Source: an optimization exercise on an open RTL-to-GDS flow (aim: small area, a short achievable clock period and few clock cycles per item). Production flows keep margins and buffers that such runs may drop. Only simulation tests tie the RTL to the original design; equivalence was not proved. Power and IR drop assume default switching activity.

==> flow/design.v <==
module komm_ring (
    input  wire        clk,
    input  wire        rst,
    input  wire        start,
    input  wire [2:0]  op,
    input  wire [63:0] a,
    input  wire [63:0] b,
    output wire        busy,
    output wire        done,
    output wire        err,
    output wire [7:0]  ecode,
    output wire [63:0] r0,
    output wire [63:0] r1,
    output wire [63:0] r2
);
    localparam [2:0] OP_PADD    = 3'd0,
                     OP_PMUL    = 3'd1,
                     OP_PDIVMOD = 3'd2,
                     OP_PDEG    = 3'd3,
                     OP_PGCD    = 3'd4,
                     OP_PPOW    = 3'd5;
    localparam [7:0] E_NONE     = 8'h00,
                     E_ILL      = 8'h01,
                     E_DIVZERO  = 8'h02,
                     E_OVF      = 8'h03;
    localparam [2:0] S_IDLE    = 3'd0,
                     S_MUL     = 3'd1,
                     S_RED     = 3'd2,
                     S_POW     = 3'd3,
                     S_POW_SQ  = 3'd4;
    localparam [1:0] RET_PMUL  = 2'd0,
                     RET_POW_M = 2'd1,
                     RET_POW_S = 2'd2;
    function [5:0] deg64;
        input [63:0] x;
        integer i;
        begin
            deg64 = 6'd0;
            for (i = 0; i < 64; i = i + 1)
                if (x[i]) deg64 = i[5:0];
        end
    endfunction
    reg [2:0]  state;
    reg [2:0]  op_q;
    reg        busy_q, done_q, err_q;
    reg [7:0]  ecode_q;
    reg [63:0] res0, res1, res2;
    reg [63:0] acc, mx, my;
    reg [1:0]  mul_ret;
    reg [63:0] pres, pbase, pn;
    reg [63:0] ra, rb, sa, sb, ta, tb;
    wire [5:0]  deg_a = deg64(a);
    wire [5:0]  deg_b = deg64(b);
    wire        a_nz  = |a;
    wire        b_nz  = |b;
    wire        mul_ovf = a_nz && b_nz && ({1'b0, deg_a} + {1'b0, deg_b} > 7'd63);
    wire [12:0] pow_deg = deg_a * b[6:0];
    wire        pow_ovf = a_nz && b_nz && (deg_a != 6'd0) &&
                          ((|b[63:7]) || (pow_deg > 13'd63));
    wire [5:0]  deg_ra = deg64(ra);
    wire [5:0]  deg_rb = deg64(rb);
    wire        can_red = (|ra) && (deg_ra >= deg_rb);
    wire [5:0]  sh = deg_ra - deg_rb;
    assign busy  = busy_q;
    assign done  = done_q;
    assign err   = err_q;
    assign ecode = ecode_q;
    assign r0    = res0;
    assign r1    = res1;
    assign r2    = res2;
    always @(posedge clk) begin
        if (rst) begin
            state  <= S_IDLE;
            busy_q <= 1'b0;
            done_q <= 1'b0;
        end else begin
            done_q <= 1'b0;
            case (state)
            S_IDLE: begin
                if (start) begin
                    op_q <= op;
                    case (op)
                    OP_PADD: begin
                        res0    <= a ^ b;
                        ecode_q <= E_NONE;
                        err_q   <= 1'b0;
                        done_q  <= 1'b1;
                    end
                    OP_PMUL: begin
                        if (mul_ovf) begin
                            ecode_q <= E_OVF;
                            err_q   <= 1'b1;
                            done_q  <= 1'b1;
                        end else begin
                            acc     <= 64'd0;
                            mx      <= a;
                            my      <= b;
                            mul_ret <= RET_PMUL;
                            busy_q  <= 1'b1;
                            state   <= S_MUL;
                        end
                    end
                    OP_PDIVMOD: begin
                        if (!b_nz) begin
                            ecode_q <= E_DIVZERO;
                            err_q   <= 1'b1;
                            done_q  <= 1'b1;
                        end else begin
                            ra     <= a;
                            rb     <= b;
                            sa     <= 64'd0;
                            sb     <= 64'd1;
                            busy_q <= 1'b1;
                            state  <= S_RED;
                        end
                    end
                    OP_PDEG: begin
                        res0    <= a_nz ? {58'd0, deg_a} : {64{1'b1}};
                        ecode_q <= E_NONE;
                        err_q   <= 1'b0;
                        done_q  <= 1'b1;
                    end
                    OP_PGCD: begin
                        ra     <= b;       
                        sa     <= 64'd0;
                        ta     <= 64'd1;
                        rb     <= a;       
                        sb     <= 64'd1;
                        tb     <= 64'd0;
                        busy_q <= 1'b1;
                        state  <= S_RED;
                    end
                    OP_PPOW: begin
                        if (pow_ovf) begin
                            ecode_q <= E_OVF;
                            err_q   <= 1'b1;
                            done_q  <= 1'b1;
                        end else begin
                            pres   <= 64'd1;
                            pbase  <= a;
                            pn     <= b;
                            busy_q <= 1'b1;
                            state  <= S_POW;
                        end
                    end
                    default: begin
                        ecode_q <= E_ILL;
                        err_q   <= 1'b1;
                        done_q  <= 1'b1;
                    end
                    endcase
                end
            end
            S_MUL: begin
                if (my == 64'd0) begin
                    case (mul_ret)
                    RET_PMUL: begin
                        res0    <= acc;
                        ecode_q <= E_NONE;
                        err_q   <= 1'b0;
                        done_q  <= 1'b1;
                        busy_q  <= 1'b0;
                        state   <= S_IDLE;
                    end
                    RET_POW_M: begin
                        pres  <= acc;
                        state <= S_POW_SQ;
                    end
                    default: begin
                        pbase <= acc;
                        pn    <= pn >> 1;
                        state <= S_POW;
                    end
                    endcase
                end else begin
                    if (my[0]) acc <= acc ^ mx;
                    mx <= mx << 1;
                    my <= my >> 1;
                end
            end
            S_POW: begin
                if (pn == 64'd0) begin
                    res0    <= pres;
                    ecode_q <= E_NONE;
                    err_q   <= 1'b0;
                    done_q  <= 1'b1;
                    busy_q  <= 1'b0;
                    state   <= S_IDLE;
                end else if (pn[0]) begin
                    acc     <= 64'd0;
                    mx      <= pres;
                    my      <= pbase;
                    mul_ret <= RET_POW_M;
                    state   <= S_MUL;
                end else begin
                    state <= S_POW_SQ;
                end
            end
            S_POW_SQ: begin
                if (pn[63:1] == 63'd0) begin
                    pn    <= 64'd0;
                    state <= S_POW;
                end else begin
                    acc     <= 64'd0;
                    mx      <= pbase;
                    my      <= pbase;
                    mul_ret <= RET_POW_S;
                    state   <= S_MUL;
                end
            end
            S_RED: begin
                if (op_q == OP_PDIVMOD) begin
                    if (can_red) begin
                        ra <= ra ^ (rb << sh);
                        sa <= sa ^ (sb << sh);
                    end else begin
                        res0    <= sa;
                        res1    <= ra;
                        ecode_q <= E_NONE;
                        err_q   <= 1'b0;
                        done_q  <= 1'b1;
                        busy_q  <= 1'b0;
                        state   <= S_IDLE;
                    end
                end else begin
                    if (rb == 64'd0) begin
                        res0    <= ra;
                        res1    <= sa;
                        res2    <= ta;
                        ecode_q <= E_NONE;
                        err_q   <= 1'b0;
                        done_q  <= 1'b1;
                        busy_q  <= 1'b0;
                        state   <= S_IDLE;
                    end else if (can_red) begin
                        ra <= ra ^ (rb << sh);
                        sa <= sa ^ (sb << sh);
                        ta <= ta ^ (tb << sh);
                    end else begin
                        ra <= rb;
                        rb <= ra;
                        sa <= sb;
                        sb <= sa;
                        ta <= tb;
                        tb <= ta;
                    end
                end
            end
            default: begin
                busy_q <= 1'b0;
                state  <= S_IDLE;
            end
            endcase
        end
    end
endmodule
==> flow/run.sh <==
#!/bin/bash
# synth_recipe.tcl (not shown) runs the flow's synth.tcl, then flattens the netlist and writes it again
# the make line also repeats each setting of config.mk as NAME=value (left out here)
make -C /OpenROAD-flow-scripts/flow DESIGN_CONFIG=/design/flow/config.mk WORK_HOME=/design/flow/orfs CLKGATE_MAP_FILE= SYNTH_SCRIPT=/design/flow/synth_recipe.tcl finish
==> flow/config.mk <==
export PLATFORM = sky130hd
export DESIGN_NAME = komm_ring
export DESIGN_NICKNAME = komm_ring
export VERILOG_FILES = /design/flow/design.v
export SDC_FILE = /design/flow/constraint.sdc
export NUM_CORES = 4
export LEC_CHECK = 0
export CAP_MARGIN = 20
export CORE_MARGIN = 2
export CORE_UTILIZATION = 40
export SLEW_MARGIN = 20
==> flow/constraint.sdc <==
create_clock -name core_clock -period 10.0 [get_ports {clk}]
set_input_delay 2.0000 -clock core_clock [delete_from_list [all_inputs] [get_ports {clk}]]
set_output_delay 2.0000 -clock core_clock [all_outputs]
set_load 0.01 [all_outputs]
==> metrics.md <==
| Metric | Value |
|---|---|
| Status | `finished clean` |
| Worst hold path type | `flip-flop to flip-flop` |
| Count leader, synth | `nand2_1` |
| Crit share post-route | `0.933` |
| Clk slew on worst S/H paths | `0.06 ns` |
| Slowest cell on the critical path | `nor4_1` |
| Layout cells sized above 1 | `0.123` |
| # IOs | `337` |
| Num CTS Buffers | `111` |
| Crit path top cell by count | `o21ai_0` |
| Critical path startpoint category | `primary input` |
| EDFF count, synth | `968` |
| Cell taking the most area after synthesis | `edfxtp_1` |
| Vias in the first global route | `53,417` |
| Die W | `407 um` |
| Fraction of post-synthesis cell area in the top cell type by area | `0.448` |
| Hold WS | `0.491 ns` |
| Max H-tree Level | `3` |
| First-pass GRT wire length | `388,000 um` |
| Leak pwr | `27.2 nW` |
| Pwr/cell area | `175 nW/um^2` |
| Top post-synthesis cells by count | `1,055 x nand2_1, 968 x edfxtp_1, 512 x clkbuf_1` |
| Max Cap Viol | `0` |
| Power, Total | `13.0 mW` |
| CP max stage delay | `0.65 ns` |
| Worst Reg-to-Reg Cells | `17` |
| CTS Hold Bufs | `0` |
| FF+latch count, synth | `973` |
| Post-Syn Area per Cell | `9.88 um^2` |
| DRC viols | `0` |
| Clock latency (worst-skew pair) | `0.80 ns` |
| First drt pass iteration count | `6` |
| Critical path fanouts, max | `24` |
| Post-synthesis cell count | `6,576` |
| CTS Buffer Depth | `3` |
| Initial core utilization | `0.404` |
| Critical path class | `primary input to flip-flop` |
| YS warnings | `1` |
| Layout area overhead | `14.3%` |
| FP Rows | `147` |
| GRT overflow | `0` |
| Routed len/inst | `31.0 um` |
| FF-to-FF End | `sa[48]` |
| Crit. Startpoint | `a[54]` |
| Initial antenna violation count | `16` |
| Dpl cells | `8,621` |
| Final Hold Fails | `0` |
| Post-Syn Area | `64,900 um^2` |
| Synth area leaders | `edfxtp_1 45%, nand2_1 6.1%, mux4_2 5.7%` |
| DP HPWL | `194,000 um` |
| Post-synth ARST share | `0` |
| Peak VDD IR | `0.168 mV` |
| Max Fclk | `0.107 GHz` |
| Crit. End Element | `flip-flop` |
| CTS sink count | `973` |
| CTS tree | `built` |
| Max Slew Vio Count | `0` |
| Clk Tree Root Cell | `clkbuf_16` |
| RSZ-0062 raised after global routing | `false` |
| Final cell count without fillers | `8,831` |
| Yosys cell types | `86` |
| Clock Skew | `0.107 ns` |
| Final WL | `274,000 um` |
| Via count | `56,596` |
| Placement Cell Area | `70,500 um^2` |
| Prevailing post-synth register cell | `edfxtp_1` |
| Core ar. | `161,000 um^2` |
| Post_cts resized | `0` |
| Chip height | `407 um` |
| Worst Setup EP | `pres[10]` |
| Detailed Route Iter0 Violations | `8,671` |
| Final ANT Viol Nets | `0` |
| Total GRT Usage | `0.321` |
| IO buf count | `330` |
| Critical Path RT | `10.44 ns` |
| Fin crit period | `9.33 ns` |
| RePlAce Congestion | `1.01` |
| Setup bufs post-CTS | `0` |
| Actual slew at the worst max-slew pin | `1.18 ns` |
| Reg2Reg Setup Slack | `1.90 ns` |
| Die area | `166,000 um^2` |
| Fin nets | `6,764` |
| Largest net degree at the start of global routing | `189` |
| Fin area | `74,200 um^2` |
| Vias/cell | `6.41` |
| Crit path DAT | `9.77 ns` |
| Slew margin rel. | `0.207` |
| Sequential cell area fraction in the yosys report | `0.449` |
| Reg2reg start | `ra[23]` |
| Final setup vio count | `0` |
[sequential cells by signal, summed over array words and instances (netlist names), 3 cells and up]
name,count
acc,64
mx,64
my,64
op_q,3
pbase,64
pn,64
pres,64
ra,64
rb,64
res0,64
res1,64
res2,64
sa,64
sb,64
state,3
ta,64
tb,64
[stage by stage]
stage	util	TNS, ns	setup WS [ns]
2_1_floorplan	-	-151.63	-1.18
3_3_place_gp	0.438	0	0.104
3_5_place_dp	0.438	0	0.163
4_1_cts	0.461	0	0.934
5_1_grt	0.461	0	0.533
6_report	0.461	0	0.674
[report_power, final]
part / internal, mW / total [mW] / switching [mW]
combinational: 1.40 / 3.92 / 2.51
clock: 2.32 / 4.20 / 1.88
sequential: 4.70 / 4.86 / 0.162
total: 8.42 / 13.0 / 4.55
[worst min-delay path by stage]
stage,startpoint,depth (start not counted),end
floorplan,ta[10],0,res2[10]
global placement,busy_q,2,busy_q
detailed placement,busy_q,2,busy_q
CTS,busy_q,2,busy_q
global route,ta[22],0,res2[22]
finish,busy_q,2,busy_q
[worst max-delay path: cells and delay by family]
kind | cells | cell delay, ns
fa+ha+maj | 4 | 1.81
buf+inv | 7 | 1.43
compound gates | 9 | 2.13
simple gates | 6 | 2.33
[cells in the final DEF (no fill, tap or decap), types with 59 or more instances in the layout]
master              n
nor3_1             59
xor2_1            112
edfxtp_1          968
buf_4             222
a21o_1             76
mux2_2            118
clkbuf_16         111
clkdlybuf4s50_1   330
inv_1             124
a22o_1             64
mux4_2            165
nand2_1          1050
nor4_1             96
xnor2_1           204
nor2_1            495
nor2b_1            66
a31oi_1           131
and3_1            212
a32oi_1           129
mux2i_1           335
a21oi_1           409
nand3_1            88
o21ai_0           310
a211oi_1           91
[layer usage]
layer / vias up / share of wire / track usage
met2: 3584 / 0.44 / 0.486
met4: 16 / 0.063 / 0.169
met3: 629 / 0.10 / 0.0679
met1: 28039 / 0.39 / 0.432
met5: - / 0.00037 / 0
li1: 24328 / - / -
[logic make-up (layout without fill, tap and decap cells)]
kind of cell / count (synthesis) / after routing / share of synthesized area
AND/OR/NAND/NOR: 2251 / 2251 / 0.158
XOR/XNOR: 320 / 320 / 0.0433
multiplexers: 618 / 618 / 0.129
other: 1 / 9 / 0.0000577
AO/OA/AOI/OAI: 1543 / 1543 / 0.157
flip-flops: 973 / 973 / 0.449
adder cells (fa/ha/maj): 55 / 55 / 0.0133
buffers and inverters: 815 / 902 / 0.0508
[cell type report]
class	count	area, um^2
repair buffers	569	5300
well taps	2160	2700
inverters	127	478
flip-flops and latches	973	29200
clock inverters	80	838
diodes	3	7.51
multi-input cells	4793	32900
clock buffers	126	2830
fillers	15008	86700
Testbench counts, summed over its fixed seeds: cycles 67,346, items 2,400.

-- afterwards: timing with drivers on the ports --
In the flow no input, the clock included, has a driving cell. The finished layout below was timed again as built, in two steps.
Step 1 sets driving cells, clkbuf_16 on the clock port and buf_2 on the other inputs (assumed; they add their load-dependent delay and slew).
Step 2 times the ports against the registers' clock, not the clock port: input delays grow and output delays shrink by t, the midpoint of the rising clock arrivals with the driver on.
Three values: ideal, step 1, step 2; two values: the first two.
t (ns): 0.837
setup WS [ns]: 0.674 / 0.739 / -0.098
worst setup path after step 2: input to register
Met with ideal ports but missed after step 2: setup timing in this run. For this run, drivers alone change the setup slack by +0.065 ns; drivers and shift together by -0.772 ns.
